From an optimization exercise on the open Yosys and OpenROAD flow, aimed at small area; shortcuts taken in it are not production practice. RTL that was checked went through simulation tests only; none was proved equivalent to the original. No functional check of the RTL was part of runs 1 to 3. Power and IR drop assume default switching activity.

[design/flow/run.sh]
#!/bin/bash
# synth_recipe.tcl (not shown) runs the flow's synth.tcl, then flattens the netlist and writes it again
# the make line also repeats each setting of config.mk as NAME=value (left out here)
make -C /OpenROAD-flow-scripts/flow DESIGN_CONFIG=/design/flow/config.mk WORK_HOME=/design/flow/orfs CLKGATE_MAP_FILE= SYNTH_SCRIPT=/design/flow/synth_recipe.tcl finish
[design/flow/config.mk]
export PLATFORM = sky130hd
export DESIGN_NAME = rld_block
export DESIGN_NICKNAME = rld_block
export VERILOG_FILES = /design/flow/design.v
export SDC_FILE = /design/flow/constraint.sdc
export NUM_CORES = 4
export LEC_CHECK = 0
export ABC_AREA = 1
export CAP_MARGIN = 20
export CORE_MARGIN = 2
export CORE_UTILIZATION = 40
export GPL_TIMING_DRIVEN = 0
export SLEW_MARGIN = 20
[design/flow/constraint.sdc]
create_clock -name core_clock -period 11.0 [get_ports {clk}]
set_input_delay 2.2000 -clock core_clock [delete_from_list [all_inputs] [get_ports {clk}]]
set_output_delay 2.2000 -clock core_clock [all_outputs]
set_load 0.01 [all_outputs]
[design/flow/design.v]
module rld_block (
    input  wire        clk,
    input  wire        rst,
    input  wire        host_we,
    input  wire [4:0]  host_addr,
    input  wire [16:0] host_wdata,
    output reg  [16:0] host_rdata,
    output wire        busy,
    output reg         mem_req,
    output reg         mem_we,
    output wire [15:0] mem_addr,
    output wire [7:0]  mem_wdata,
    input  wire        mem_gnt,
    input  wire [7:0]  mem_rdata,
    output wire [7:0]  xlat_idx,
    input  wire [7:0]  xlat_data
);
    localparam [5:0]
        IDLE = 6'd0,
        S1   = 6'd1,  S4   = 6'd2,  S4B  = 6'd3,  S5   = 6'd4,  I2   = 6'd5,
        FH   = 6'd6,  CAP  = 6'd7,  ENDC = 6'd8,  F_DST = 6'd9,
        NB   = 6'd10, CCHK = 6'd11, CRD  = 6'd12, CDAT = 6'd13, DLUT = 6'd14,
        DFIX = 6'd15, VCHK = 6'd16, VRD  = 6'd17, VDAT = 6'd18,
        DCHK = 6'd19, DRD  = 6'd20, DDAT = 6'd21, INC  = 6'd22, OUTL = 6'd23,
        DEC  = 6'd24,
        LA   = 6'd25, LB1  = 6'd26, LB2  = 6'd27, LC   = 6'd28, LD   = 6'd29,
        Q1   = 6'd30, Q2   = 6'd31, Q3   = 6'd32, Q4   = 6'd33, Q5   = 6'd34,
        Q7   = 6'd35, Q8   = 6'd36, Q9   = 6'd37, Q10  = 6'd38, Q11  = 6'd39,
        Q14  = 6'd40,
        M1   = 6'd41, M2   = 6'd42, M3   = 6'd43, M4   = 6'd44, RS1  = 6'd45,
        RS2  = 6'd46, RD   = 6'd47, WR   = 6'd48, SI   = 6'd49, PD   = 6'd50,
        R1   = 6'd51, R2   = 6'd52, N1   = 6'd53, N2   = 6'd54, N3   = 6'd55,
        N4   = 6'd56;
    localparam [4:0] A_ZERO = 5'h00, A_SRC = 5'h06,
                     A_SEND = 5'h07, A_DST = 5'h08, A_DCAP = 5'h09,
                     A_COUNT = 5'h0A, A_WIDTH = 5'h0B, A_HEIGHT = 5'h0C,
                     A_TMSRC = 5'h0D, A_CLSRC = 5'h0E, A_CDST = 5'h0F,
                     A_VPW = 5'h10, A_VPH = 5'h11, A_DSTRIDE = 5'h12,
                     A_DROW = 5'h13, A_COUNT8 = 5'h15,
                     A_CNT = 5'h16, A_REM = 5'h1C;
    localparam [2:0] X_ZERO = 3'd0, X_P1 = 3'd1, X_P2 = 3'd2, X_ONES = 3'd3,
                     X_SRC = 3'd4;
    reg [16:0] src_r, send_r, dst_r, dcap_r, tmsrc_r, clsrc_r, cdst_r;
    reg [15:0] count_r;
    reg [7:0]  width_r, height_r, vpw_r, vph_r, dstride_r, drow_r;
    reg [1:0]  ctrl_r;
    reg [7:0]  data_r;
    reg [7:0]  dict_r [0:3];
    reg [5:0]  rem_r;
    reg        mode_r;
    reg [7:0]  latch_r;
    reg        inited_r;
    reg [2:0]  errcode_r;    
    reg [16:0] p2_r;         
    wire       err = |errcode_r;
    reg [5:0]  state;
    reg [2:0]  cmd3;         
    reg        plane;        
    reg [16:0] p1_r;         
    reg [15:0] cnt_r;        
    assign busy = (state != IDLE);
    wire is_next  = (cmd3 == 3'd2);
    wire is_skip8 = (cmd3 == 3'd3);
    wire is_fill  = (cmd3 == 3'd5) || (cmd3 == 3'd6);
    wire is_init  = (cmd3 == 3'd1);
    wire is_proj  = (cmd3 == 3'd7);
    reg [2:0] xsel;
    reg [4:0] ysel;
    reg       yinv, cin;
    always @(*) begin
        xsel = X_ZERO; ysel = A_ZERO; yinv = 1'b0; cin = 1'b0;
        case (state)
            S1:   begin ysel = is_skip8 ? A_COUNT8 : is_next ? A_ZERO : A_COUNT; cin = is_next; end
            S4:   begin xsel = X_P1; yinv = 1'b1; end
            S4B, F_DST: begin ysel = A_DST; end
            S5:   begin ysel = A_SEND; end
            I2:   begin xsel = X_ONES; end
            FH:   begin ysel = A_HEIGHT; end
            CAP:  begin xsel = X_P1; ysel = A_DCAP; yinv = 1'b1; end
            ENDC: begin xsel = X_P1; ysel = A_DST; end
            NB, DFIX: begin xsel = X_ONES; ysel = A_REM; end
            CCHK, VCHK, DCHK: begin xsel = X_P2; ysel = A_SRC; yinv = 1'b1; end
            CRD, VRD, DRD, INC: begin xsel = X_SRC; cin = 1'b1; end
            DLUT: begin ysel = {3'b110, plane, rem_r[5]}; end
            DDAT, OUTL, WR: begin xsel = X_P1; cin = 1'b1; end
            RD, SI: begin xsel = X_P2; cin = 1'b1; end
            DEC, LA, LC, PD: begin xsel = X_ONES; ysel = A_CNT; end
            LB1:  begin xsel = X_P1; ysel = is_proj ? A_DSTRIDE : A_WIDTH; end
            LB2:  begin xsel = X_P2; ysel = A_WIDTH; end
            LD:   begin xsel = X_P1; ysel = A_DSTRIDE; end
            Q1:   begin ysel = A_VPH; end
            Q2:   begin xsel = X_P1; ysel = A_HEIGHT; yinv = 1'b1; end
            Q3, Q7: begin ysel = A_VPW; end
            Q4:   begin xsel = X_P1; ysel = A_WIDTH; yinv = 1'b1; end
            Q5:   begin xsel = X_P1; ysel = A_DSTRIDE; yinv = 1'b1; end
            Q8, M3: begin xsel = X_ONES; ysel = A_VPH; end
            Q9:   begin ysel = A_DROW; end
            Q10:  begin xsel = X_P2; ysel = A_TMSRC; end
            Q11:  begin xsel = X_P2; ysel = A_CLSRC; end
            Q14:  begin xsel = X_P1; ysel = A_CDST; end
            M1:   begin xsel = X_P2; ysel = A_TMSRC; end
            M2:   begin xsel = X_P1; ysel = A_DST; end
            M4:   begin xsel = X_ONES; ysel = A_VPW; end
            RS1:  begin xsel = X_P2; ysel = A_VPW; yinv = 1'b1; cin = 1'b1; end
            RS2:  begin xsel = X_P1; ysel = A_VPW; yinv = 1'b1; cin = 1'b1; end
            R1:   begin xsel = X_P2; ysel = A_WIDTH; yinv = ~plane; cin = ~plane; end
            R2:   begin xsel = X_P1; ysel = A_DSTRIDE; yinv = ~plane; cin = ~plane; end
            N1:   begin xsel = X_P2; ysel = A_TMSRC; yinv = 1'b1; cin = 1'b1; end
            N2:   begin xsel = X_P2; ysel = A_CLSRC; end
            N3:   begin xsel = X_P1; ysel = A_DST; yinv = 1'b1; cin = 1'b1; end
            N4:   begin xsel = X_P1; ysel = A_CDST; end
            default: ;
        endcase
    end
    wire [4:0] rsel = busy ? ysel : host_addr;
    always @(*) begin
        case (rsel)
            5'h01: host_rdata = {13'd0, mode_r, inited_r, err, 1'b0};
            5'h02: host_rdata = {14'd0, errcode_r};
            5'h03: host_rdata = p2_r;
            5'h04: host_rdata = {15'd0, ctrl_r};
            5'h05: host_rdata = {9'd0, data_r};
            5'h06: host_rdata = src_r;
            5'h07: host_rdata = send_r;
            5'h08: host_rdata = dst_r;
            5'h09: host_rdata = dcap_r;
            5'h0A: host_rdata = {1'b0, count_r};
            5'h0B: host_rdata = {9'd0, width_r};
            5'h0C: host_rdata = {9'd0, height_r};
            5'h0D: host_rdata = tmsrc_r;
            5'h0E: host_rdata = clsrc_r;
            5'h0F: host_rdata = cdst_r;
            5'h10: host_rdata = {9'd0, vpw_r};
            5'h11: host_rdata = {9'd0, vph_r};
            5'h12: host_rdata = {9'd0, dstride_r};
            5'h13: host_rdata = {9'd0, drow_r};
            5'h15: host_rdata = busy ? {9'd0, count_r[7:0]} : 17'd0;
            5'h16: host_rdata = busy ? {1'b0, cnt_r} : 17'd0;
            5'h18: host_rdata = {9'd0, dict_r[0]};
            5'h19: host_rdata = {9'd0, dict_r[1]};
            5'h1A: host_rdata = {9'd0, dict_r[2]};
            5'h1B: host_rdata = {9'd0, dict_r[3]};
            5'h1C: host_rdata = {11'd0, rem_r};
            5'h1D: host_rdata = {9'd0, latch_r};
            default: host_rdata = 17'd0;
        endcase
    end
    reg  [17:0] xv;
    always @(*) begin
        case (xsel)
            X_P1:   xv = {1'b0, p1_r};
            X_P2:   xv = {1'b0, p2_r};
            X_ONES: xv = {18{1'b1}};
            X_SRC:  xv = {1'b0, src_r};
            default: xv = 18'd0;
        endcase
    end
    wire [17:0] yv    = {1'b0, host_rdata} ^ {18{yinv}};
    wire [18:0] sum   = {1'b0, xv} + {1'b0, yv} + {18'd0, cin};
    wire [17:0] s     = sum[17:0];
    wire        carry = sum[18];
    wire        big   = s[17] | (s[16] & (|s[15:0]));      
    wire        src_ok = carry & ~src_r[16];                 
    assign mem_addr  = xv[15:0];
    assign xlat_idx  = mem_rdata;
    assign mem_wdata = (state == OUTL) ? latch_r :
                       (plane && ctrl_r[1] && state == WR) ? xlat_data : mem_rdata;
    always @(*) begin
        mem_req = 1'b0;
        mem_we  = 1'b0;
        case (state)
            CRD, VRD, DRD, RD: mem_req = 1'b1;
            DDAT, OUTL: begin mem_req = is_fill; mem_we = 1'b1; end
            WR: begin mem_req = 1'b1; mem_we = 1'b1; end
            default: ;
        endcase
    end
    wire [7:0] cmd_in = host_wdata[7:0];
    wire       win_empty = (vpw_r == 8'd0) || (vph_r == 8'd0);
    wire [16:0] wd  = host_wdata & {17{~rst}};
    wire        hw  = host_we | rst;
    always @(posedge clk) begin
        if (hw && (rst || host_addr == 5'h04)) ctrl_r    <= wd[1:0];
        if (hw && (rst || host_addr == 5'h07)) send_r    <= wd;
        if (hw && (rst || host_addr == 5'h08)) dst_r     <= wd;
        if (hw && (rst || host_addr == 5'h09)) dcap_r    <= wd;
        if (hw && (rst || host_addr == 5'h0A)) count_r   <= wd[15:0];
        if (hw && (rst || host_addr == 5'h0B)) width_r   <= wd[7:0];
        if (hw && (rst || host_addr == 5'h0C)) height_r  <= wd[7:0];
        if (hw && (rst || host_addr == 5'h0D)) tmsrc_r   <= wd;
        if (hw && (rst || host_addr == 5'h0E)) clsrc_r   <= wd;
        if (hw && (rst || host_addr == 5'h0F)) cdst_r    <= wd;
        if (hw && (rst || host_addr == 5'h10)) vpw_r     <= wd[7:0];
        if (hw && (rst || host_addr == 5'h11)) vph_r     <= wd[7:0];
        if (hw && (rst || host_addr == 5'h12)) dstride_r <= wd[7:0];
        if (hw && (rst || host_addr == 5'h13)) drow_r    <= {wd[7:1], wd[0] | rst};
    end
    always @(posedge clk) begin
        if (state == DDAT && is_init)
            dict_r[~cnt_r[1:0]] <= mem_rdata;
        if (state == DDAT && is_next)
            data_r <= mem_rdata;
        if (state == OUTL && is_next)
            data_r <= latch_r;
        if (state == DLUT)
            latch_r <= host_rdata[7:0];
        if (state == VDAT)
            latch_r <= mem_rdata;
    end
    always @(posedge clk) begin
        case (state)
            IDLE: if (host_we && host_addr == 5'h00) begin
                cmd3  <= cmd_in[2:0];
                plane <= 1'b0;
                p1_r  <= 17'd0;
            end
            S1, S4B, LB1, LD, Q1, Q3, M2, RS2, R2, N3, N4: p1_r <= s[16:0];
            DDAT, OUTL, WR: if (mem_gnt) p1_r <= s[16:0];
            default: ;
        endcase
        case (state)
            I2, S4, FH, Q8, Q9, DEC, LA, LC, PD: cnt_r <= s[15:0];
            M3: cnt_r[15:8] <= s[7:0];
            M4: cnt_r[7:0] <= s[7:0];
            default: ;
        endcase
        if (state == PD && !carry && !plane && ctrl_r[0])
            plane <= 1'b1;
        if (state == CDAT)
            plane <= mem_rdata[6];
    end
    always @(posedge clk) begin
        if (rst) begin
            src_r     <= 17'd0;
            rem_r     <= 6'd0;
            mode_r    <= 1'b0;
            inited_r  <= 1'b0;
            errcode_r <= 3'd0;
            p2_r      <= 17'd0;
            state     <= IDLE;
        end else begin
            if (host_we && host_addr == 5'h06)
                src_r <= host_wdata;
            case (state)
            IDLE: begin
                if (host_we && host_addr == 5'h00) begin
                    if (cmd_in == 8'h0F) begin
                        errcode_r <= 3'd0;
                        p2_r      <= 17'd0;
                        inited_r  <= 1'b0;
                        rem_r     <= 6'd0;
                        mode_r    <= 1'b0;
                    end else if (err) begin
                    end else if (cmd_in > 8'h07) begin
                        errcode_r <= 3'd7;
                    end else if (cmd_in == 8'h01) begin
                        inited_r <= 1'b0;
                        state    <= I2;
                    end else if (cmd_in == 8'h07) begin
                        state <= Q1;
                    end else if (cmd_in != 8'h00) begin
                        if (!inited_r)
                            errcode_r <= 3'd5;
                        else if (cmd_in == 8'h06)
                            state <= FH;
                        else
                            state <= S1;
                    end
                end
            end
            S1: state <= is_fill ? CAP : S4;
            CAP: state <= carry ? F_DST : ENDC;                  
            ENDC: begin                                          
                if (big) begin
                    errcode_r <= 3'd2;
                    p2_r      <= host_rdata;
                    state     <= IDLE;
                end else begin
                    state <= is_proj ? Q14 : S4;
                end
            end
            F_DST: begin errcode_r <= 3'd2; p2_r <= s[16:0]; state <= IDLE; end
            S4: state <= carry ? S4B : IDLE;
            S4B: state <= S5;
            I2: state <= S5;
            S5: begin
                p2_r  <= s[16:0];
                state <= is_init ? DCHK : NB;
            end
            FH: state <= LA;
            NB: begin
                if (rem_r != 6'd0) begin
                    rem_r <= s[5:0];
                    state <= mode_r ? OUTL : DCHK;
                end else begin
                    state <= CCHK;
                end
            end
            CCHK, VCHK, DCHK: begin
                if (src_ok) begin
                    state <= state + 6'd1;
                end else begin
                    if (state == VCHK) rem_r <= 6'd0;
                    errcode_r <= 3'd1;
                    p2_r      <= host_rdata;
                    state     <= IDLE;
                end
            end
            CRD, VRD: if (mem_gnt) begin
                src_r <= s[16:0];
                state <= state + 6'd1;
            end
            DRD: if (mem_gnt) begin
                if (!is_fill) src_r <= s[16:0];
                state <= DDAT;
            end
            CDAT: begin
                rem_r <= mem_rdata[5:0];
                if (mem_rdata[7]) begin
                    mode_r <= 1'b1;
                    state  <= DLUT;
                end else if (mem_rdata[6]) begin
                    state <= VCHK;
                end else begin
                    mode_r <= 1'b0;
                    state  <= DCHK;
                end
            end
            DLUT: state <= DFIX;
            DFIX: begin rem_r <= {1'b0, s[4:0]}; state <= OUTL; end
            VDAT: begin mode_r <= 1'b1; state <= OUTL; end
            DDAT: begin
                if (!is_fill) state <= DEC;
                else if (mem_gnt) state <= INC;
                else state <= DRD;
            end
            INC:  begin src_r <= s[16:0]; state <= DEC; end
            OUTL: if (!is_fill || mem_gnt) state <= DEC;
            DEC: begin
                if (!carry || (is_init && cnt_r[1:0] == 2'd0)) begin
                    if (is_init) begin
                        rem_r    <= 6'd0;
                        mode_r   <= 1'b0;
                        inited_r <= 1'b1;
                    end
                    p2_r  <= 17'd0;
                    state <= IDLE;
                end else begin
                    state <= is_init ? DCHK : NB;
                end
            end
            LA:  state <= carry ? LB1 : (is_proj ? Q9 : CAP);
            LB1: state <= is_proj ? LB2 : LA;
            LB2: begin p2_r <= s[16:0]; state <= LA; end
            LC:  state <= carry ? LD : Q10;
            LD:  state <= LC;
            Q1: state <= Q2;
            Q2: if (carry) begin errcode_r <= 3'd6; state <= IDLE; end else state <= Q3;
            Q3: state <= Q4;
            Q4: if (carry) begin errcode_r <= 3'd6; state <= IDLE; end else state <= Q5;
            Q5: begin
                if (carry) begin errcode_r <= 3'd6; state <= IDLE; end
                else if (win_empty) state <= IDLE;
                else state <= Q7;
            end
            Q7: begin p2_r <= s[16:0]; state <= Q8; end
            Q8: state <= LA;
            Q9: state <= LC;
            Q10, Q11: begin
                if (big && (state == Q10 || ctrl_r[0])) begin
                    errcode_r <= 3'd6;
                    p2_r      <= host_rdata;
                    state     <= IDLE;
                end else begin
                    state <= (state == Q10) ? Q11 : CAP;
                end
            end
            Q14: begin
                if (big && ctrl_r[0]) begin
                    errcode_r <= 3'd2;
                    p2_r      <= host_rdata;
                    state     <= IDLE;
                end else begin
                    state <= M1;
                end
            end
            M1: begin p2_r <= s[16:0]; state <= M2; end
            M2: state <= M3;
            M3: state <= M4;
            M4: state <= RS1;
            RS1: begin p2_r <= s[16:0]; state <= RS2; end
            RS2: state <= RD;
            RD: if (mem_gnt) state <= WR;
            WR: state <= mem_gnt ? SI : RD;
            SI: begin p2_r <= s[16:0]; state <= PD; end
            PD: begin
                if (!carry) begin
                    if (!plane && ctrl_r[0]) state <= N1;
                    else begin p2_r <= 17'd0; state <= IDLE; end
                end else begin
                    state <= (cnt_r[7:0] == 8'd0) ? R1 : RD;
                end
            end
            R1: begin p2_r <= s[16:0]; state <= R2; end
            R2: state <= M4;
            N1: begin p2_r <= s[16:0]; state <= N2; end
            N2: begin p2_r <= s[16:0]; state <= N3; end
            N3: state <= N4;
            N4: state <= M3;
            default: state <= IDLE;
            endcase
        end
    end
endmodule
==> results of run 1 <==
[layout by cell type, fill, tap and decap left out, types with 39 or more instances in the layout]
master           Yosys  final
nand2_1            606    606
nor2_1             315    308
edfxtp_1           253    253
nand3_1            216    216
inv_1              208    208
o21ai_0            102     93
clkdlybuf4s50_1      0     91
nand4_1             86     86
a21oi_1             70     70
dfxtp_1             51     51
buf_2               37     39
[sequential cells by signal, indices dropped and copies added (netlist names), 16 cells and up]
| register | cells |
|---|---|
| tmsrc_r | 17 |
| cdst_r | 17 |
| p1_r | 17 |
| dst_r | 17 |
| send_r | 17 |
| clsrc_r | 17 |
| p2_r | 17 |
| src_r | 17 |
| count_r | 16 |
| dict_r | 32 |
| cnt_r | 16 |
| dcap_r | 17 |
[path summary, 6_finish.rpt]
path | start | endpoint | slack [ps] | depth (start not counted)
max reg2reg | state[1] | p2_r[6] | 2820 | 42
max | host_addr[0] | p2_r[6] | 2680 | 34
min reg2reg | inited_r | inited_r | 530 | 2
min | inited_r | inited_r | 530 | 2
[cells by family (layout without fill, tap and decap cells)]
kind of cell / Yosys count / after routing / synth area share (%)
xor gates and xnor gates: 24 / 24 / 1.16
buffers and inverters: 330 / 499 / 8.06
and+or+nand+nor: 1361 / 1361 / 33.5
AOI/OAI and AO/OA: 256 / 256 / 8.05
adders and majority gates: 23 / 23 / 1.67
DFF: 304 / 304 / 47.5
[where the power goes]
part	switching (mW)	total, mW	internal (mW)
clock network	0.497	1.19	0.697
logic	0.212	0.294	0.0815
registers	0.0180	1.33	1.31
total	0.728	2.81	2.09
[area by class of cell]
class                      instances  area (um^2)  area share (%)
sequential                       304         8620            40.5
multi-input combinational       1664         8190            38.5
timing repair buffer             104         1090            5.12
clock buffer                      45          965            4.53
inverter                         225          850            3.99
tap                              600          751            3.53
buffer                           105          613            2.88
clock inverter                    20          204           0.958
[metal layers]
metal	share of wire [%]	GRT usage, %
met4	5.0	15.8
met3	8.0	4.67
met2	46	52.8
met1	41	44.8
met5	0	0
[metrics by stage]
stage / cell area [um^2] / std cells / hold WS (ps) / setup WS, ps / utilization (%)
after floorplan: 18100 / 2298 / 453 / 4720 / -
after detailed placement: 20100 / 3002 / 513 / 2420 / 44.6
after CTS: 21300 / 3067 / 526 / 2950 / 47.2
after global routing: 21300 / 3067 / 556 / 2540 / 47.2
final: 21300 / 3067 / 525 / 2680 / 47.2
after global placement: 19800 / 2989 / 510 / 2500 / 43.9
[worst min-delay path: stages (launching register included)]
cell and delay, ps:
dfxtp_1 360, inv_1 70, a21oi_1 60
==> results.sh, run 1 <==
export IMPL_status="finished clean"
export IMPL_path_max_fanout=10
export IMPL_area_delta_synth_final_pct=17.3
export IMPL_finalCritPeriodShare_pct=75.6
export IMPL_routabilityCongestion=1.03
export IMPL_synth_top_cell_area_share_pct=41.9
export IMPL_synth_common_cells="nand2_1 (606), nor2_1 (315), edfxtp_1 (253)"
export IMPL_hpwl_um=61500
export IMPL_numCtsBuffers=36
export IMPL_ys_seq_elements=304
export IMPL_die_y_um=217
export IMPL_htree_levels=2
export IMPL_post_cts_setup_buffers=0
export IMPL_critPathLaunchType="input pin"
export IMPL_clock_fmax_mhz=120
export IMPL_grt_overflow=0
export IMPL_syn_area_um2=18100
export IMPL_initial_core_util_pct=40.2
export IMPL_avgSynthCellArea_um2=7.89
export IMPL_power_density_nw_per_um2=132
export IMPL_ant_nets=0
export IMPL_synth_seq_area_share_pct=47.5
export IMPL_slowest_delay_ps=840
export IMPL_tns_ps=0
export IMPL_finalNetCount=2505
export IMPL_synth_flop_cell="edfxtp_1"
export IMPL_critical_path_top_delay_family="simple AND/OR/NAND/NOR gates"
export IMPL_grt_setup_unrepaired="false"
export IMPL_wl_per_cell_um=25.6
export IMPL_cts_tree="built"
export IMPL_synth_area_top_cells="edfxtp_1 (42%), nand2_1 (13%), nor2_1 (6.5%), nand3_1 (6.0%), dfxtp_1 (5.6%)"
export IMPL_grt_first_pass_wirelength_um=113000
export IMPL_fp_dieW_um=217
export IMPL_clock_latency_ps=560
export IMPL_worstPathArrival_ps=8800
export IMPL_end_kind="flop"
export IMPL_yosys_area_top_type="edfxtp_1"
export IMPL_antenna_found_initial=1
export IMPL_drc=0
export IMPL_via_count=17600
export IMPL_power_total_mw=2.81
export IMPL_ir_drop_mv=0.185
export IMPL_grt_pass1_vias=16600
export IMPL_io_buffers=91
export IMPL_worst_path_buf_inv=7
export IMPL_grt_max_degree=18
export IMPL_synth_warning_count=1
export IMPL_ys_types=56
export IMPL_yosysMostFrequentCell="nand2_1"
export IMPL_dr_pass1_iters=7
export IMPL_critPathKind="in2reg"
export IMPL_cts_root_buf="clkbuf_16"
export IMPL_critical_path_required_ps=11490
export IMPL_drive_above_1_share_pct=10.4
export IMPL_hold_class="reg2reg"
export IMPL_fp_dieArea_um2=47100
export IMPL_fillCellCount=4535
export IMPL_setup_viol=0
export IMPL_core_area_um2=45100
export IMPL_post_route_min_period_ps=8320
export IMPL_max_cap_violations=0
export IMPL_cts_path_max_buffers=3
export IMPL_diodes=0
export IMPL_cts_resized=0
export IMPL_crit_slowest_cell="xor2_1"
export IMPL_cts_hold_buf=0
export IMPL_clock_sinks=304
export IMPL_worst_pin_slew_ps=1190
export IMPL_clkTransAtPathRegs_ps=70
export IMPL_slew_headroom_pct=20.5
export IMPL_postSynthCellCount=2298
export IMPL_p_leak_nw=9.37
export IMPL_hold_violations=0
export IMPL_grt_util_all_layers_pct=33.2
export IMPL_slew_viol_final=0
export IMPL_synth_async_reset_ratio_pct=0
export IMPL_drtIter0Drc=1970
export IMPL_num_rows=78
export IMPL_ios=94
export IMPL_vias_per_cell=5.73
export IMPL_finalWirelength_um=78700
export IMPL_fin_worst_skew_ps=23.4
export IMPL_synth_edff_count=253
export IMPL_cpMostUsedCell="nand2_1"
==> run 2: changes to the inputs <==
--- a/design/flow/config.mk
+++ b/design/flow/config.mk
@@ -6,8 +6,10 @@
 export NUM_CORES = 4
 export LEC_CHECK = 0
-export ABC_AREA = 1
 export CAP_MARGIN = 20
 export CORE_MARGIN = 2
 export CORE_UTILIZATION = 40
+export CTS_BUF_LIST = sky130_fd_sc_hd__clkbuf_16
+export CTS_CLUSTER_DIAMETER = 80
+export CTS_CLUSTER_SIZE = 30
 export GPL_TIMING_DRIVEN = 0
 export SLEW_MARGIN = 20
==> results.sh, run 2 <==
export IMPL_wl_per_cell_um=31.7
export IMPL_core_area_um2=44100
export IMPL_cts_hold_buf=0
export IMPL_postSynthCellCount=1802
export IMPL_io_buffers=90
export IMPL_synth_area_top_cells="edfxtp_1 (43%), dfxtp_1 (5.7%), nand3_1 (3.5%), nand2_1 (3.5%), a21oi_1 (3.4%)"
export IMPL_slew_viol_final=0
export IMPL_drive_above_1_share_pct=9.03
export IMPL_vias_per_cell=6.55
export IMPL_synth_top_cell_area_share_pct=42.6
export IMPL_drc=0
export IMPL_clock_sinks=304
export IMPL_status="finished clean"
export IMPL_clkTransAtPathRegs_ps=80
export IMPL_final_common_cell="edfxtp_1"
export IMPL_via_count=16500
export IMPL_drtIter0Drc=2437
export IMPL_numCtsBuffers=19
export IMPL_worst_slack_ps=1100
export IMPL_yosys_area_top_type="edfxtp_1"
export IMPL_critPathLaunchType="flop"
export IMPL_synth_async_reset_ratio_pct=0
export IMPL_clock_latency_ps=570
export IMPL_hpwl_um=61100
export IMPL_fin_worst_skew_ps=54.8
export IMPL_slew_headroom_pct=11.7
export IMPL_grt_first_pass_wirelength_um=113000
export IMPL_routabilityCongestion=1.02
export IMPL_dr_pass1_iters=6
export IMPL_power_frac_seq_pct=32.2
export IMPL_ir_drop_mv=0.198
export IMPL_hold_violations=0
export IMPL_avgSynthCellArea_um2=9.90
export IMPL_p_leak_nw=6.89
export IMPL_worstPathArrival_ps=10350
export IMPL_ys_types=107
export IMPL_ys_seq_elements=304
export IMPL_path_max_fanout=10
export IMPL_cts_path_max_buffers=3
export IMPL_pre_cts_slack_ps=950
export IMPL_die_y_um=215
export IMPL_p_sw_mw=2.07
export IMPL_clock_fmax_mhz=101
export IMPL_finalNetCount=1979
export IMPL_num_rows=77
export IMPL_cts_tree="built"
export IMPL_grt_max_degree=31
export IMPL_ant_nets=0
export IMPL_worst_pin_slew_ps=1320
export IMPL_post_cts_setup_buffers=0
export IMPL_slowest_delay_ps=1020
export IMPL_crit_slowest_cell="xor2_1"
export IMPL_antenna_found_initial=0
export IMPL_pwr_share_clk_pct=19.0
export IMPL_grt_setup_unrepaired="false"
export IMPL_cts_root_buf="clkbuf_16"
export IMPL_finalCritPeriodShare_pct=90.0
export IMPL_fp_dieW_um=215
export IMPL_post_route_min_period_ps=9900
export IMPL_layout_common_cells="edfxtp_1 (253), nand2_1 (167), nor2_1 (141)"
export IMPL_cts_resized=0
export IMPL_synth_flop_cell="edfxtp_1"
export IMPL_htree_levels=1
export IMPL_hold_class="reg2reg"
export IMPL_largest_reg_flops=32
export IMPL_cpMostUsedCell="clkbuf_1"
export IMPL_fp_dieArea_um2=46300
export IMPL_area_delta_synth_final_pct=13.6
export IMPL_ios=94
export IMPL_p_int_mw=2.48
export IMPL_grt_util_all_layers_pct=33.5
export IMPL_initial_core_util_pct=40.4
export IMPL_yosysMostFrequentCell="edfxtp_1"
export IMPL_syn_area_um2=17800
export IMPL_synth_warning_count=1
export IMPL_power_density_nw_per_um2=224
export IMPL_synth_common_cells="edfxtp_1 (253), nand2_1 (167), nor2_1 (141)"
export IMPL_tns_ps=0
export IMPL_finalWirelength_um=79800
export IMPL_max_cap_violations=0
export IMPL_end_kind="flop"
export IMPL_grt_overflow=0
export IMPL_grt_pass1_vias=15600
export IMPL_setup_viol=0
export IMPL_critPathKind="reg2reg"
export IMPL_critical_path_required_ps=11450
export IMPL_p_comb_share_pct=48.8
export IMPL_synth_edff_count=253
export IMPL_final_core_util_pct=45.9
export IMPL_synth_seq_area_share_pct=48.3
export IMPL_diodes=0
export IMPL_p_sw_share_pct=45.5
run 2: power groups by stage:
stage                     registers, mW  clock network, mW  logic, mW
after floorplan                    1.44                  0       1.20
after global placement             1.48                  0       2.11
after detailed placement           1.48                  0       2.13
after CTS                          1.46              0.866       2.14
after global routing               1.47              0.902       2.28
final                              1.46              0.865       2.22
run 2: final cells by class:
| class | instances | area, um^2 |
|---|---|---|
| flip-flops and latches | 304 | 8620 |
| multi-input cells | 1326 | 8460 |
| fillers | 4321 | 23900 |
| clock inverters | 15 | 230 |
| inverters | 34 | 128 |
| clock buffers | 19 | 475 |
| repair buffers | 91 | 912 |
| plain buffers | 138 | 697 |
| well taps | 592 | 741 |
run 2: final timing paths:
| kind | start | endpoint | slack, ps | cells after the start |
|---|---|---|---|---|
| max | state[0] | p2_r[6] | 1100 | 28 |
| min | rem_r[2] | rem_r[2] | 550 | 2 |
| max reg2reg | state[0] | p2_r[6] | 1100 | 28 |
| min reg2reg | rem_r[2] | rem_r[2] | 550 | 2 |
run 2: metrics by stage:
step | cell area, um^2 | std cells | total power, mW | hold WS (ps)
3_5_place_dp | 19500 | 2485 | 3.61 | 528
6_report | 20300 | 2519 | 4.55 | 546
2_1_floorplan | 17800 | 1802 | 2.64 | 486
4_1_cts | 20200 | 2519 | 4.46 | 543
5_1_grt | 20300 | 2519 | 4.65 | 583
3_3_place_gp | 19500 | 2484 | 3.60 | 524
run 2: cell families after synthesis:
group	count (synthesis)	synth area share [%]
and+or+nand+nor	751	22.4
AOI/OAI and AO/OA	487	19.5
DFF	304	48.3
muxes	33	1.95
buffers and inverters	172	4.62
adders and majority gates	23	1.70
xor gates and xnor gates	32	1.57
run 2: metal layers:
layer	routed length, um	vias to the layer above	global-route usage [%]	share of wire (%)
li1	-	7132	-	-
met1	32700	8120	46.9	41
met2	34900	1068	51.4	44
met3	7830	189	4.84	9.8
met4	4360	0	15.6	5.5
met5	0	-	0	0
run 2: critical path, delay by kind of cell (launching register included):
family,cells,cell delay (ps)
and+or+nand+nor,11,2610
AOI/OAI and AO/OA,7,2450
buffers and inverters,5,1970
adders and majority gates,3,1290
xor gates and xnor gates,2,1130
DFF,1,370
==> run 3: changes to the inputs <==
--- a/design/flow/config.mk
+++ b/design/flow/config.mk
@@ -9,7 +9,7 @@
 export CORE_MARGIN = 2
 export CORE_UTILIZATION = 40
-export CTS_BUF_LIST = sky130_fd_sc_hd__clkbuf_16
-export CTS_CLUSTER_DIAMETER = 80
-export CTS_CLUSTER_SIZE = 30
+export CTS_BUF_LIST = sky130_fd_sc_hd__clkbuf_8
+export CTS_CLUSTER_DIAMETER = 50
+export CTS_CLUSTER_SIZE = 15
 export GPL_TIMING_DRIVEN = 0
 export SLEW_MARGIN = 20
==> results.sh, run 3 <==
export IMPL_wl_met2_um=34800
export IMPL_p_leak_nw=6.91
export IMPL_slowest_delay_ps=700
export IMPL_hpwl_um=61100
export IMPL_end_kind="flop"
export IMPL_path_max_fanout=10
export IMPL_wl_per_cell_um=31.5
export IMPL_r2r_start="state[0]"
export IMPL_ys_types=107
export IMPL_clock_sinks=304
export IMPL_wl_met1_um=32500
export IMPL_status="finished clean"
export IMPL_drc=0
export IMPL_antenna_found_initial=0
export IMPL_power_density_nw_per_um2=223
export IMPL_clock_fmax_mhz=103
export IMPL_grt_util_all_layers_pct=33.7
export IMPL_synth_common_cells="edfxtp_1 (253), nand2_1 (167), nor2_1 (141)"
export IMPL_hold_violations=0
export IMPL_clock_latency_ps=680
export IMPL_synth_area_top_cells="edfxtp_1 (43%), dfxtp_1 (5.7%), nand3_1 (3.5%), nand2_1 (3.5%), a21oi_1 (3.4%)"
export IMPL_vias_per_cell=6.56
export IMPL_post_route_min_period_ps=9730
export IMPL_grt_pass1_vias=15700
export IMPL_critPathLaunchType="flop"
export IMPL_cp_startpoint="state[0]"
export IMPL_max_cap_violations=0
export IMPL_slew_viol_final=0
export IMPL_ios=94
export IMPL_ys_seq_elements=304
export IMPL_syn_area_um2=17800
export IMPL_synth_flop_cell="edfxtp_1"
export IMPL_cts_path_max_buffers=3
export IMPL_crit_slowest_cell="o21ai_0"
export IMPL_ant_nets=0
export IMPL_clkTransAtPathRegs_ps=90
export IMPL_slew_headroom_pct=13.6
export IMPL_ir_drop_mv=0.125
export IMPL_cts_tree="built"
export IMPL_area_delta_synth_final_pct=13.6
export IMPL_dr_pass1_iters=6
export IMPL_fp_dieArea_um2=46300
export IMPL_numCtsBuffers=31
export IMPL_wl_met3_um=8140
export IMPL_final_core_util_pct=45.9
export IMPL_drive_above_1_share_pct=9.71
export IMPL_grt_setup_unrepaired="false"
export IMPL_worst_pin_slew_ps=1290
export IMPL_grt_overflow=0
export IMPL_synth_async_reset_ratio_pct=0
export IMPL_synth_edff_count=253
export IMPL_critPathKind="reg2reg"
export IMPL_fin_worst_skew_ps=57.9
export IMPL_fp_dieW_um=215
export IMPL_drtIter0Drc=2644
export IMPL_routabilityCongestion=1.02
export IMPL_grt_first_pass_wirelength_um=114000
export IMPL_r2r_setup_slack_ps=1270
export IMPL_cts_hold_buf=0
export IMPL_tns_ps=0
export IMPL_min_from="rem_r[1]"
export IMPL_die_y_um=215
export IMPL_finalNetCount=1991
export IMPL_place_area_um2=19500
export IMPL_fillCellCount=4343
export IMPL_setup_viol=0
export IMPL_avgSynthCellArea_um2=9.90
export IMPL_synth_top_cell_area_share_pct=42.6
export IMPL_finalCritPeriodShare_pct=88.5
export IMPL_finalWirelength_um=79900
export IMPL_post_cts_setup_buffers=0
export IMPL_postSynthCellCount=1802
export IMPL_postLayoutCellArea_um2=20300
export IMPL_final_common_cell="edfxtp_1"
export IMPL_routed_top_layer="met4"
export IMPL_core_area_um2=44100
export IMPL_layout_common_cells="edfxtp_1 (253), nand2_1 (167), nor2_1 (141)"
export IMPL_cts_resized=0
export IMPL_cts_root_buf="clkbuf_8"
export IMPL_critical_path_required_ps=11510
export IMPL_grt_max_degree=18
export IMPL_worstPathArrival_ps=10240
export IMPL_initial_core_util_pct=40.4
export IMPL_num_rows=77
export IMPL_yosysMostFrequentCell="edfxtp_1"
export IMPL_io_buffers=90
export IMPL_synth_seq_area_share_pct=48.3
export IMPL_largest_reg_flops=32
export IMPL_via_count=16700
export IMPL_synth_warning_count=1
export IMPL_hold_class="reg2reg"
export IMPL_htree_levels=1
export IMPL_yosys_area_top_type="edfxtp_1"
## run 3: area by class of cell
type | count | area (um^2) | share of cell area, %
multi-input combinational | 1326 | 8460 | 41.8
inverter | 34 | 128 | 0.630
buffer | 138 | 697 | 3.44
timing repair buffer | 91 | 912 | 4.50
clock buffer | 31 | 427 | 2.11
antenna | 1 | 2.50 | 0.0124
tap | 592 | 741 | 3.66
clock inverter | 22 | 268 | 1.32
sequential | 304 | 8620 | 42.6
## run 3: worst paths after layout
kind                                  to  depth (start not counted)
worst max-delay path            p2_r[12]                         28
worst min-delay path            rem_r[1]                          2
worst max register to register  p2_r[12]                         28
worst min register to register  rem_r[1]                          2
## run 3: kinds of logic (layout without fill, tap and decap cells)
logic type,count (synthesis),after routing,synth area share (%)
compound gates,487,487,19.5
xor+xnor,32,32,1.57
fa+ha+maj,23,23,1.70
buf+inv,172,316,4.62
flops,304,304,48.3
mux,33,33,1.95
other cells,0,1,0
simple gates,751,751,22.4
## run 3: where the power goes
group,switching [mW],internal [mW]
sequential,0.0723,1.39
combinational,1.56,0.659
clock,0.454,0.374
## run 3: worst max-delay path: cells and delay by family (launching register included)
family                     cells  cell delay, ps
DFF                            1             380
buffers and inverters          5            1760
adders and majority gates      3            1270
xor gates and xnor gates       1             110
AOI/OAI and AO/OA             10            3550
and+or+nand+nor                9            2500
## run 3: metal layers
| layer | global-route usage (%) | vias to the layer above |
|---|---|---|
| li1 | - | 7154 |
| met5 | 0 | - |
| met4 | 15.7 | 0 |
| met1 | 46.9 | 8136 |
| met2 | 51.4 | 1139 |
| met3 | 5.36 | 226 |
## run 3: through the flow
step / power [mW] / instances / setup WS (ps) / hold slack, ps
finish: 4.51 / 2539 / 1270 / 558
global route: 4.62 / 2538 / 891 / 582
CTS: 4.43 / 2538 / 1420 / 545
detailed placement: 3.61 / 2485 / 950 / 528
global placement: 3.60 / 2484 / 598 / 524
floorplan: 2.64 / 1802 / 3130 / 486
==> run 4: changes to the inputs <==
--- a/design/flow/design.v
+++ b/design/flow/design.v
@@ -37,6 +37,6 @@
                      A_TMSRC = 5'h0D, A_CLSRC = 5'h0E, A_CDST = 5'h0F,
                      A_VPW = 5'h10, A_VPH = 5'h11, A_DSTRIDE = 5'h12,
-                     A_DROW = 5'h13, A_COUNT8 = 5'h15,
-                     A_CNT = 5'h16, A_REM = 5'h1C;
+                     A_DROW = 5'h13, A_VPHHI = 5'h14, A_COUNT8 = 5'h15,
+                     A_CNT = 5'h16, A_MEMRD = 5'h17, A_REM = 5'h1C;
     localparam [2:0] X_ZERO = 3'd0, X_P1 = 3'd1, X_P2 = 3'd2, X_ONES = 3'd3,
                      X_SRC = 3'd4;
@@ -83,4 +83,5 @@
             CRD, VRD, DRD, INC: begin xsel = X_SRC; cin = 1'b1; end
             DLUT: begin ysel = {3'b110, plane, rem_r[5]}; end
+            CDAT, VDAT: begin ysel = A_MEMRD; end
             DDAT, OUTL, WR: begin xsel = X_P1; cin = 1'b1; end
             RD, SI: begin xsel = X_P2; cin = 1'b1; end
@@ -94,5 +95,6 @@
             Q4:   begin xsel = X_P1; ysel = A_WIDTH; yinv = 1'b1; end
             Q5:   begin xsel = X_P1; ysel = A_DSTRIDE; yinv = 1'b1; end
-            Q8, M3: begin xsel = X_ONES; ysel = A_VPH; end
+            Q8:   begin xsel = X_ONES; ysel = A_VPH; end
+            M3:   begin xsel = X_ONES; ysel = A_VPHHI; end
             Q9:   begin ysel = A_DROW; end
             Q10:  begin xsel = X_P2; ysel = A_TMSRC; end
@@ -136,5 +138,7 @@
             5'h13: host_rdata = {9'd0, drow_r};
             5'h15: host_rdata = busy ? {9'd0, count_r[7:0]} : 17'd0;
+            5'h14: host_rdata = busy ? {1'b0, vph_r, 8'd0} : 17'd0;
             5'h16: host_rdata = busy ? {1'b0, cnt_r} : 17'd0;
+            5'h17: host_rdata = busy ? {9'd0, mem_rdata} : 17'd0;
             5'h18: host_rdata = {9'd0, dict_r[0]};
             5'h19: host_rdata = {9'd0, dict_r[1]};
@@ -157,5 +161,22 @@
     end
     wire [17:0] yv    = {1'b0, host_rdata} ^ {18{yinv}};
-    wire [18:0] sum   = {1'b0, xv} + {1'b0, yv} + {18'd0, cin};
+    reg  [17:0] bk_p, bk_g;
+    integer bi, bj;
+    always @(*) begin
+        bk_p = xv ^ yv;
+        bk_g = xv & yv;
+        bk_g[0] = bk_g[0] | (bk_p[0] & cin);
+        for (bi = 1; bi <= 5; bi = bi + 1)
+            for (bj = 2**bi - 1; bj < 18; bj = bj + 2**bi) begin
+                bk_g[bj] = bk_g[bj] | (bk_p[bj] & bk_g[bj - 2**(bi-1)]);
+                bk_p[bj] = bk_p[bj] & bk_p[bj - 2**(bi-1)];
+            end
+        for (bi = 5; bi > 0; bi = bi - 1)
+            for (bj = 2**bi + 2**(bi-1) - 1; bj < 18; bj = bj + 2**bi) begin
+                bk_g[bj] = bk_g[bj] | (bk_p[bj] & bk_g[bj - 2**(bi-1)]);
+                bk_p[bj] = bk_p[bj] & bk_p[bj - 2**(bi-1)];
+            end
+    end
+    wire [18:0] sum = {bk_g[17], (xv ^ yv) ^ {bk_g[16:0], cin}};
     wire [17:0] s     = sum[17:0];
     wire        carry = sum[18];
@@ -199,12 +220,8 @@
         if (state == DDAT && is_init)
             dict_r[~cnt_r[1:0]] <= mem_rdata;
-        if (state == DDAT && is_next)
-            data_r <= mem_rdata;
-        if (state == OUTL && is_next)
-            data_r <= latch_r;
-        if (state == DLUT)
+        if ((state == DDAT || state == OUTL) && is_next)
+            data_r <= mem_wdata;
+        if (state == DLUT || state == VDAT)
             latch_r <= host_rdata[7:0];
-        if (state == VDAT)
-            latch_r <= mem_rdata;
     end
     always @(posedge clk) begin
@@ -220,6 +237,5 @@
         endcase
         case (state)
-            I2, S4, FH, Q8, Q9, DEC, LA, LC, PD: cnt_r <= s[15:0];
-            M3: cnt_r[15:8] <= s[7:0];
+            I2, S4, FH, Q8, Q9, DEC, LA, LC, PD, M3: cnt_r <= s[15:0];
             M4: cnt_r[7:0] <= s[7:0];
             default: ;
@@ -316,5 +332,5 @@
             end
             CDAT: begin
-                rem_r <= mem_rdata[5:0];
+                rem_r <= s[5:0];
                 if (mem_rdata[7]) begin
                     mode_r <= 1'b1;
--- a/design/flow/config.mk
+++ b/design/flow/config.mk
@@ -9,7 +9,7 @@
 export CORE_MARGIN = 2
 export CORE_UTILIZATION = 40
-export CTS_BUF_LIST = sky130_fd_sc_hd__clkbuf_8
-export CTS_CLUSTER_DIAMETER = 50
-export CTS_CLUSTER_SIZE = 15
+export CTS_BUF_LIST = sky130_fd_sc_hd__clkbuf_16
+export CTS_CLUSTER_DIAMETER = 80
+export CTS_CLUSTER_SIZE = 30
 export GPL_TIMING_DRIVEN = 0
 export SLEW_MARGIN = 20
==> results.sh, run 4 <==
export IMPL_grt_setup_unrepaired="false"
export IMPL_worstPathArrival_ps=11110
export IMPL_num_rows=75
export IMPL_cts_tree="built"
export IMPL_grt_max_degree=31
export IMPL_synth_async_reset_ratio_pct=0
export IMPL_drive_above_1_share_pct=8.49
export IMPL_slew_viol_final=0
export IMPL_yosys_area_top_type="edfxtp_1"
export IMPL_stdcell_count=2330
export IMPL_finalWirelength_um=79200
export IMPL_grt_util_all_layers_pct=35.7
export IMPL_cts_path_max_buffers=3
export IMPL_synth_edff_count=253
export IMPL_ir_drop_mv=0.142
export IMPL_slowest_delay_ps=650
export IMPL_dp_cells=2294
export IMPL_drtIter0Drc=2215
export IMPL_whs_ps=503
export IMPL_die_y_um=209
export IMPL_vias_per_cell=6.72
export IMPL_tns_ps=0
export IMPL_syn_area_um2=16900
export IMPL_yosysMostFrequentCell="edfxtp_1"
export IMPL_critical_path_top_delay_family="simple AND/OR/NAND/NOR gates"
export IMPL_layout_common_cells="edfxtp_1 (253), nand2_1 (160), nor2_1 (154)"
export IMPL_crit_slowest_cell="a2111o_2"
export IMPL_clock_fmax_mhz=94.2
export IMPL_antenna_found_initial=3
export IMPL_worst_path_buf_inv=4
export IMPL_pre_cts_slack_ps=-1180
export IMPL_ys_seq_elements=304
export IMPL_avgSynthCellArea_um2=10.2
export IMPL_finalNetCount=1849
export IMPL_setup_viol=0
export IMPL_critPathKind="reg2reg"
export IMPL_via_count=15700
export IMPL_clock_latency_ps=560
export IMPL_io_buffers=89
export IMPL_ys_types=93
export IMPL_synth_flop_cell="edfxtp_1"
export IMPL_clock_sinks=304
export IMPL_ant_nets=0
export IMPL_max_cap_violations=0
export IMPL_critPathLaunchType="flop"
export IMPL_postSynthCellCount=1655
export IMPL_synth_warning_count=1
export IMPL_numCtsBuffers=19
export IMPL_hold_class="reg2reg"
export IMPL_end_kind="flop"
export IMPL_grt_pass1_vias=14800
export IMPL_hpwl_um=60800
export IMPL_synth_common_cells="edfxtp_1 (253), nand2_1 (160), nor2_1 (155)"
export IMPL_clkTransAtPathRegs_ps=110
export IMPL_wl_per_cell_um=34.0
export IMPL_cts_hold_buf=0
export IMPL_ios=94
export IMPL_final_common_cell="edfxtp_1"
export IMPL_power_density_nw_per_um2=166
export IMPL_finalCritPeriodShare_pct=96.5
export IMPL_synth_area_top_cells="edfxtp_1 (45%), dfxtp_1 (6.0%), nand2_1 (3.6%), nor2_1 (3.4%), a21oi_1 (3.4%)"
export IMPL_core_area_um2=41800
export IMPL_synth_seq_area_share_pct=51.1
export IMPL_worst_slack_ps=382
export IMPL_largest_reg_flops=32
export IMPL_htree_levels=1
export IMPL_fillCellCount=3988
export IMPL_status="finished clean"
export IMPL_synth_top_cell_area_share_pct=45.0
export IMPL_fp_dieArea_um2=43900
export IMPL_grt_first_pass_wirelength_um=112000
export IMPL_worst_pin_slew_ps=1270
export IMPL_initial_core_util_pct=40.4
export IMPL_post_route_min_period_ps=10620
export IMPL_cts_root_buf="clkbuf_16"
export IMPL_fp_dieW_um=209
export IMPL_fin_worst_skew_ps=38.4
export IMPL_critical_path_required_ps=11490
export IMPL_dr_pass1_iters=6
export IMPL_path_max_fanout=10
export IMPL_grt_overflow=0
export IMPL_hold_violations=0
export IMPL_drc=0
export IMPL_routabilityCongestion=1.04
export IMPL_slew_headroom_pct=14.2
export IMPL_area_delta_synth_final_pct=15.4
export IMPL_p_leak_nw=6.87
-- run 4: cell types whose count changed in the layout (fill, tap and decap cells not counted), sizes merged, moves of 10 or more --
cell / before / now
a222oi: 2 / 26
nand4b: 13 / 3
buf: 69 / 54
nand4: 67 / 31
o21ai: 93 / 67
a22oi: 34 / 44
xnor2: 15 / 25
xor2: 17 / 4
o22ai: 5 / 16
nand3: 126 / 51
nor2: 142 / 156
a211oi: 28 / 10
-- run 4: through the flow --
| step | instance area, um^2 | power [mW] | util [%] |
|---|---|---|---|
| 2_1_floorplan | 16900 | 1.88 | - |
| 3_3_place_gp | 18400 | 2.32 | 44.2 |
| 3_5_place_dp | 18600 | 2.33 | 44.6 |
| 4_1_cts | 19400 | 3.18 | 46.4 |
| 5_1_grt | 19500 | 3.30 | 46.6 |
| 6_report | 19500 | 3.22 | 46.6 |
-- run 4: path summary, 6_finish.rpt --
kind / from / endpoint / slack [ps] / depth (start not counted)
hold reg to reg: rem_r[1] / rem_r[1] / 500 / 2
setup / recovery: state[0] / p2_r[7] / 380 / 34
hold / removal: rem_r[1] / rem_r[1] / 500 / 2
setup reg to reg: state[0] / p2_r[7] / 380 / 34
-- run 4: cell type report --
| type | count | area (um^2) | area share (%) |
|---|---|---|---|
| sequential | 304 | 8620 | 44.2 |
| inverter | 37 | 139 | 0.713 |
| tap | 539 | 674 | 3.46 |
| multi-input combinational | 1191 | 7790 | 40.0 |
| clock buffer | 19 | 475 | 2.44 |
| buffer | 120 | 536 | 2.75 |
| timing repair buffer | 104 | 1000 | 5.14 |
| antenna | 1 | 2.50 | 0.0128 |
| clock inverter | 15 | 240 | 1.23 |
-- run 4: routing by layer --
layer,global-route usage [%],vias to the layer above,part of all wire [%]
li1,-,6609,-
met4,18.8,2,6.3
met5,0,-,0.015
met2,56.4,1023,45
met1,48.1,7803,39
met3,4.59,228,9.1
-- run 4: what timing repair did --
| item | 4_1_cts | 5_1_grt |
|---|---|---|
| endpoints found under the setup margin | 23 | 17 |
| resized for setup | 12 | 21 |
| gates cloned | 0 | 0 |
| pin swaps | 1 | 1 |
| setup buffers | 2 | 2 |
-- run 4: logic make-up after synthesis --
| kind of cell | after synthesis | share of synthesized area [%] |
|---|---|---|
| XOR/XNOR | 29 | 1.50 |
| AND/OR/NAND/NOR | 623 | 18.7 |
| AO/OA/AOI/OAI | 479 | 20.2 |
| multiplexers | 30 | 1.91 |
| buffers and inverters | 160 | 4.00 |
| adder cells (fa/ha/maj) | 30 | 2.67 |
| flip-flops | 304 | 51.1 |
-- run 4: worst min-delay path, stage by stage, from the launching register on --
cell     delay, ps
dfxtp_1        340
nand2_1         60
a21oi_1         60
-- run 4: power breakdown --
group / switching, mW / internal (mW) / leakage (nW) / total [mW]
clock: 0.482 / 0.383 / 0.345 / 0.865
combinational: 0.673 / 0.312 / 3.71 / 0.984
sequential: 0.0336 / 1.34 / 2.81 / 1.38
==> run 5: changes to the inputs <==
==> design/flow/flow/run.sh (new file) <==
#!/bin/bash
# Standard layout with two extra ORFS settings: synthesis buffers are removed
# at floorplan (timing repair re-adds what is needed), and ports are buffered
# with the smallest buffer cell.
set -euo pipefail
bash standard.sh REMOVE_ABC_BUFFERS=1 "BUFFER_PORTS_ARGS=-buffer_cell sky130_fd_sc_hd__buf_1" finish > standard_flow.log 2>&1
==> design/flow/standard.sh (new file) <==
#!/bin/bash
# synth_recipe.tcl (not shown) runs the flow's synth.tcl, then flattens the netlist and writes it again
# the make line also repeats each setting of config.mk as NAME=value (left out here)
make -C /OpenROAD-flow-scripts/flow DESIGN_CONFIG=/design/flow/config.mk WORK_HOME=/design/flow/orfs CLKGATE_MAP_FILE= SYNTH_SCRIPT=/design/flow/synth_recipe.tcl "${@:-finish}"
removed: design/flow/run.sh
==> results.sh, run 5 <==
export IMPL_status="finished clean"
export IMPL_r2r_start="state[0]"
export IMPL_grt_max_degree=41
export IMPL_synth_async_reset_ratio_pct=0
export IMPL_worst_slack_ps=278
export IMPL_p_comb_share_pct=28.5
export IMPL_clock_latency_ps=550
export IMPL_drc=0
export IMPL_p_sw_share_pct=36.4
export IMPL_grt_first_pass_wirelength_um=99500
export IMPL_synth_common_cells="edfxtp_1 (253), nand2_1 (160), nor2_1 (155)"
export IMPL_hpwl_um=49400
export IMPL_fillCellCount=3913
export IMPL_hold_violations=0
export IMPL_clock_fmax_mhz=93.3
export IMPL_slowest_delay_ps=760
export IMPL_grt_overflow=0
export IMPL_dr_pass1_iters=8
export IMPL_area_delta_synth_final_pct=11.2
export IMPL_path_max_fanout=29
export IMPL_ant_nets=0
export IMPL_setup_viol=0
export IMPL_wl_per_cell_um=31.0
export IMPL_post_route_min_period_ps=10720
export IMPL_synthXorXnorAreaFrac_pct=1.50
export IMPL_critical_path_top_delay_family="compound AO/OA/AOI/OAI gates"
export IMPL_fin_worst_skew_ps=38.6
export IMPL_synth_top_cell_area_share_pct=45.0
export IMPL_power_density_nw_per_um2=164
export IMPL_finalNetCount=1745
export IMPL_io_buffers=93
export IMPL_cts_root_buf="clkbuf_16"
export IMPL_synth_area_mux_share_pct=1.91
export IMPL_synth_edff_count=253
export IMPL_drtIter0Drc=2246
export IMPL_whs_ps=493
export IMPL_avgSynthCellArea_um2=10.2
export IMPL_yosys_area_share_simple_pct=18.7
export IMPL_yosys_area_top_type="edfxtp_1"
export IMPL_synth_top_family_by_area="compound AO/OA/AOI/OAI gates"
export IMPL_dp_cells=2183
export IMPL_clock_sinks=304
export IMPL_r2r_end="p2_r[10]"
export IMPL_fp_dieW_um=209
export IMPL_critPathLaunchType="flop"
export IMPL_crit_slowest_cell="fa_1"
export IMPL_vias_per_cell=6.76
export IMPL_pwr_share_clk_pct=26.9
export IMPL_tns_ps=0
export IMPL_p_int_mw=1.96
export IMPL_htree_levels=1
export IMPL_ys_seq_elements=304
export IMPL_cts_tree="built"
export IMPL_r2r_setup_slack_ps=280
export IMPL_largest_reg_flops=32
export IMPL_final_common_cell="edfxtp_1"
export IMPL_max_cap_violations=0
export IMPL_yosysMostFrequentCell="edfxtp_1"
export IMPL_hold_path_cell_count=2
export IMPL_ir_drop_mv=0.114
export IMPL_synth_area_top_cells="edfxtp_1 (45%), dfxtp_1 (6.0%), nand2_1 (3.6%), nor2_1 (3.4%), a21oi_1 (3.4%)"
export IMPL_synth_flop_cell="edfxtp_1"
export IMPL_cts_path_max_buffers=3
export IMPL_num_rows=75
export IMPL_fp_dieArea_um2=43900
export IMPL_cp_startpoint="state[0]"
export IMPL_p_leak_nw=6.48
export IMPL_synth_fa_ha_area_share_pct=2.67
export IMPL_finalCritPeriodShare_pct=97.5
export IMPL_clkTransAtPathRegs_ps=110
export IMPL_power_frac_seq_pct=44.5
export IMPL_critical_path_required_ps=11490
export IMPL_critPathKind="reg2reg"
export IMPL_antenna_found_initial=4
export IMPL_layout_common_cells="edfxtp_1 (253), nand2_1 (158), nor2_1 (151)"
export IMPL_synth_seq_area_share_pct=51.1
export IMPL_ys_types=93
export IMPL_synth_compound_area_share_pct=20.2
export IMPL_pre_cts_slack_ps=-1550
export IMPL_end_kind="flop"
export IMPL_p_sw_mw=1.12
export IMPL_numCtsBuffers=19
export IMPL_worst_path_buf_inv=2
export IMPL_slew_viol_final=0
export IMPL_ios=94
export IMPL_slew_headroom_pct=19.3
export IMPL_grt_pass1_vias=14100
export IMPL_cpMostUsedCell="a21o_1"
export IMPL_via_count=15100
export IMPL_worstHoldEndpoint="rem_r[1]"
export IMPL_r2r_cells=32
export IMPL_finalWirelength_um=69100
export IMPL_min_from="rem_r[1]"
export IMPL_worstPathArrival_ps=11210
export IMPL_postSynthCellCount=1655
export IMPL_syn_area_um2=16900
export IMPL_synth_warning_count=1
export IMPL_initial_core_util_pct=40.4
export IMPL_stdcell_count=2228
export IMPL_routabilityCongestion=1.02
export IMPL_hold_class="reg2reg"
export IMPL_grt_util_all_layers_pct=30.8
export IMPL_core_area_um2=41800
export IMPL_drive_above_1_share_pct=8.55
export IMPL_worst_pin_slew_ps=1200
export IMPL_die_y_um=209
[run 5: kinds of logic (layout without fill, tap and decap cells)]
logic type | Yosys count | after routing
AO/OA/AOI/OAI | 479 | 479
XOR/XNOR | 29 | 29
adder cells (fa/ha/maj) | 30 | 30
buffers and inverters | 160 | 190
flip-flops | 304 | 304
multiplexers | 30 | 30
other | 0 | 4
AND/OR/NAND/NOR | 623 | 623
[run 5: how the worst max path moves through the flow]
stage / to / cells past startpoint
floorplan: p2_r[10] / 29
global placement: p2_r[14] / 22
detailed placement: p2_r[10] / 34
CTS: p2_r[10] / 32
global route: p2_r[13] / 35
finish: p2_r[10] / 32
[run 5: power by group through the flow]
stage	Combinational, mW	Clock, mW	Sequential, mW
after floorplan	0.467	0	1.39
after global placement	0.793	0	1.40
after detailed placement	0.817	0	1.40
after CTS	0.841	0.830	1.37
after global routing	0.911	0.869	1.38
final	0.880	0.831	1.37
[run 5: per-stage QoR]
stage | power (mW) | util (%) | instance area, um^2
after floorplan | 1.85 | - | 16300
after global placement | 2.19 | 41.6 | 17400
after detailed placement | 2.21 | 42.8 | 17900
after CTS | 3.04 | 44.7 | 18600
after global routing | 3.16 | 45.0 | 18800
final | 3.09 | 45.0 | 18800
[run 5: cell type report]
cell class / instances / area [um^2] / share of cell area, %
antenna: 4 / 10.0 / 0.0533
tap: 539 / 674 / 3.59
sequential: 304 / 8630 / 46.0
clock buffer: 19 / 475 / 2.53
timing repair buffer: 120 / 669 / 3.57
inverter: 37 / 143 / 0.760
multi-input combinational: 1191 / 7960 / 42.4
clock inverter: 14 / 213 / 1.13
[run 5: per-layer routing]
layer | GRT usage, % | up-vias | share of wire (%)
li1 | - | 6391 | -
met1 | 42.1 | 7439 | 39
met2 | 48.5 | 1052 | 45
met3 | 4.83 | 179 | 11
met4 | 14.1 | 0 | 5.1
met5 | 0 | - | 0
[run 5: timing repair]
| item | 4_1_cts | 5_1_grt |
|---|---|---|
| pin swaps | 2 | 1 |
| setup endpoints to repair | 24 | 17 |
| hold buffers | 0 | 0 |
| setup buffers | 4 | 2 |
| gates resized for setup | 16 | 18 |
[run 5: worst reg2reg max path, delay by kind of cell (launching register included)]
family / cells / cell delay [ps]
xor+xnor: 1 / 220
flops: 1 / 520
buf+inv: 2 / 520
fa+ha+maj: 3 / 1660
simple gates: 12 / 3890
compound gates: 14 / 3890
==> run 6: changes to the inputs <==
==> design/flow/flow/run.sh (replaced) <==
#!/bin/bash
# Standard layout with extra ORFS settings: synthesis buffers are removed at
# floorplan (timing repair re-adds what is needed), ports are buffered with
# the smallest buffer cell, and clock tree synthesis adds no dummy loads.
set -euo pipefail
bash standard.sh REMOVE_ABC_BUFFERS=1 \
  "BUFFER_PORTS_ARGS=-buffer_cell sky130_fd_sc_hd__buf_1" \
  "CTS_ARGS=-sink_clustering_enable -repair_clock_nets -sink_clustering_size 30 -sink_clustering_max_diameter 80 -buf_list sky130_fd_sc_hd__clkbuf_16 -dont_use_dummy_load" \
  finish > standard_flow.log 2>&1
--- a/design/flow/config.mk
+++ b/design/flow/config.mk
@@ -8,5 +8,5 @@
 export CAP_MARGIN = 20
 export CORE_MARGIN = 2
-export CORE_UTILIZATION = 40
+export CORE_UTILIZATION = 55
 export CTS_BUF_LIST = sky130_fd_sc_hd__clkbuf_16
 export CTS_CLUSTER_DIAMETER = 80
==> results.sh, run 6 <==
export IMPL_ys_types=93
export IMPL_end_kind="flop"
export IMPL_synth_seq_area_share_pct=51.1
export IMPL_io_buffers=93
export IMPL_synth_area_top_cells="edfxtp_1 (45%), dfxtp_1 (6.0%), nand2_1 (3.6%), nor2_1 (3.4%), a21oi_1 (3.4%)"
export IMPL_worst_pin_slew_ps=1230
export IMPL_drive_above_1_share_pct=7.34
export IMPL_core_area_um2=30400
export IMPL_initial_core_util_pct=55.5
export IMPL_p_leak_nw=6.29
export IMPL_cpMostUsedCell="a21o_1"
export IMPL_grt_util_all_layers_pct=40.1
export IMPL_ios=94
export IMPL_whs_ps=490
export IMPL_fp_dieArea_um2=32100
export IMPL_drc=0
export IMPL_yosys_area_top_type="edfxtp_1"
export IMPL_largest_reg_flops=32
export IMPL_worstPathArrival_ps=10980
export IMPL_postLayoutCellArea_um2=18200
export IMPL_r2r_start="state[1]"
export IMPL_layout_common_cells="edfxtp_1 (253), nand2_1 (158), nor2_1 (151)"
export IMPL_p_sw_mw=0.990
export IMPL_die_y_um=179
export IMPL_area_delta_synth_final_pct=7.61
export IMPL_grt_setup_unrepaired="false"
export IMPL_grt_first_pass_wirelength_um=92900
export IMPL_routabilityCongestion=1.03
export IMPL_antenna_found_initial=1
export IMPL_grt_max_degree=42
export IMPL_cts_hold_buf=0
export IMPL_hold_class="reg2reg"
export IMPL_synth_warning_count=1
export IMPL_postSynthCellCount=1655
export IMPL_finalWirelength_um=64800
export IMPL_p_comb_share_pct=30.1
export IMPL_fp_dieW_um=179
export IMPL_wl_per_cell_um=31.5
export IMPL_synth_common_cells="edfxtp_1 (253), nand2_1 (160), nor2_1 (155)"
export IMPL_grt_pass1_vias=13600
export IMPL_ant_nets=0
export IMPL_dr_pass1_iters=7
export IMPL_setup_viol=0
export IMPL_ir_drop_mv=0.111
export IMPL_yosysMostFrequentCell="edfxtp_1"
export IMPL_post_route_min_period_ps=10610
export IMPL_finalCritPeriodShare_pct=96.4
export IMPL_final_core_util_pct=59.7
export IMPL_path_max_fanout=34
export IMPL_power_frac_seq_pct=48.2
export IMPL_critical_path_required_ps=11370
export IMPL_syn_area_um2=16900
export IMPL_min_from="rem_r[4]"
export IMPL_cts_root_buf="clkbuf_16"
export IMPL_max_cap_violations=0
export IMPL_vias_per_cell=7.28
export IMPL_critPathKind="reg2reg"
export IMPL_slew_viol_final=0
export IMPL_finalNetCount=1737
export IMPL_place_area_um2=17600
export IMPL_p_int_mw=1.86
export IMPL_cts_tree="built"
export IMPL_drtIter0Drc=2294
export IMPL_clock_sinks=304
export IMPL_avgSynthCellArea_um2=10.2
export IMPL_via_count=15000
export IMPL_hpwl_um=46500
export IMPL_pwr_share_clk_pct=21.8
export IMPL_cp_startpoint="state[1]"
export IMPL_status="finished clean"
export IMPL_final_common_cell="edfxtp_1"
export IMPL_clock_fmax_mhz=94.3
export IMPL_ys_seq_elements=304
export IMPL_slew_headroom_pct=18.0
export IMPL_critPathLaunchType="flop"
export IMPL_power_total_mw=2.85
export IMPL_num_rows=64
export IMPL_hold_violations=0
export IMPL_synth_top_cell_area_share_pct=45.0
export IMPL_grt_overflow=0
export IMPL_r2r_setup_slack_ps=390
export IMPL_synth_edff_count=253
export IMPL_cts_path_max_buffers=3
export IMPL_diodes=0
export IMPL_p_sw_share_pct=34.7
export IMPL_slowest_delay_ps=720
export IMPL_power_density_nw_per_um2=157
export IMPL_htree_levels=1
export IMPL_clock_latency_ps=550
export IMPL_numCtsBuffers=16
export IMPL_synth_flop_cell="edfxtp_1"
export IMPL_clkTransAtPathRegs_ps=110
export IMPL_synth_async_reset_ratio_pct=0
export IMPL_fin_worst_skew_ps=128
export IMPL_crit_slowest_cell="or4b_1"
==> run 6: kinds of logic (layout without fill, tap and decap cells) <==
kind of cell	Yosys count	count (layout)	synth area share, %
simple gates	623	623	18.7
compound gates	479	479	20.2
flops	304	304	51.1
buf+inv	160	168	4.00
fa+ha+maj	30	30	2.67
mux	30	30	1.91
xor+xnor	29	29	1.50
==> run 6: per-layer routing <==
metal	vias to the layer above	part of all wire [%]	GRT usage [%]
met4	0	5.3	17.3
met1	7265	38	56.1
met2	1154	43	59.6
met5	-	0	0
met3	217	13	9.61
li1	6357	-	-
==> run 6: repair_timing <==
action                     CTS  global route
hold endpoints to repair     0             0
setup endpoints to repair   17            17
cloned                       0             0
setup buffers                0             3
gates resized for setup     10            11
==> run 6: layout make-up <==
type	instances	area, um^2
inverters	37	139
flip-flops and latches	304	8630
clock buffers	16	400
multi-input cells	1191	7880
repair buffers	115	618
fillers	2584	12300
well taps	396	495
==> run 6: critical path, delay by kind of cell (launching register included) <==
family / cells / cell delay (ps)
simple gates: 14 / 4470
compound gates: 12 / 3580
fa+ha+maj: 3 / 1580
flops: 1 / 470
xor+xnor: 1 / 200
buf+inv: 1 / 170
==> run 6: final timing paths <==
path,end,depth (start not counted)
max,p2_r[16],31
min,rem_r[4],2
min reg2reg,rem_r[4],2
max reg2reg,p2_r[16],31
==> run 6: stage by stage <==
step                worst slack, ps  std cells  setup TNS, ps
floorplan                       703       1532              0
finish                          395       2059              0
global route                    139       2059              0
CTS                            7.13       2056              0
global placement              -3960       2021        -126210
detailed placement            -1170       2040         -19170
==> run 6: power by group through the flow <==
stage                     clock network [mW]  logic (mW)  registers, mW
after floorplan                            0       0.467           1.39
final                                  0.620       0.856           1.37
after CTS                              0.617       0.803           1.37
after detailed placement                   0       0.797           1.40
after global placement                     0       0.767           1.40
after global routing                   0.657       0.892           1.38

==> what the ideal ports hide <==
The flow's constraints put no driver on any port. The routed layouts listed below were extracted and timed again, unchanged, in two steps.
Step 1, drivers: a clkbuf_16 drives clk and a buf_2 each remaining input, both assumed.
Step 2, shift: input delay + t, output delay - t, t = (earliest + latest rising clock arrival at the registers) / 2. This alone moves slack from input paths to output paths.
Slacks: no drivers / after step 1 / after step 2; pairs: no drivers / after step 1.
run | shift t [ns] | setup slack, ns | worst setup path after step 2
run 1 | 0.609 | 2.682 / 2.708 / 2.099 | input to register
run 2 | 0.598 | 1.101 / 1.101 / 0.676 | input to register
run 3 | 0.705 | 1.270 / 1.270 / 0.733 | input to register
run 4 | 0.601 | 0.382 / 0.382 / -0.164 | input to register
run 5 | 0.587 | 0.278 / 0.278 / -0.094 | input to register
run 6 | 0.543 | 0.395 / 0.395 / 0.121 | input to register
Met with ideal ports but missed after step 2: setup timing in run 4 and run 5. The setup slack of run 1, which loses most, moves by +0.026 ns with the drivers and by -0.583 ns with both steps.
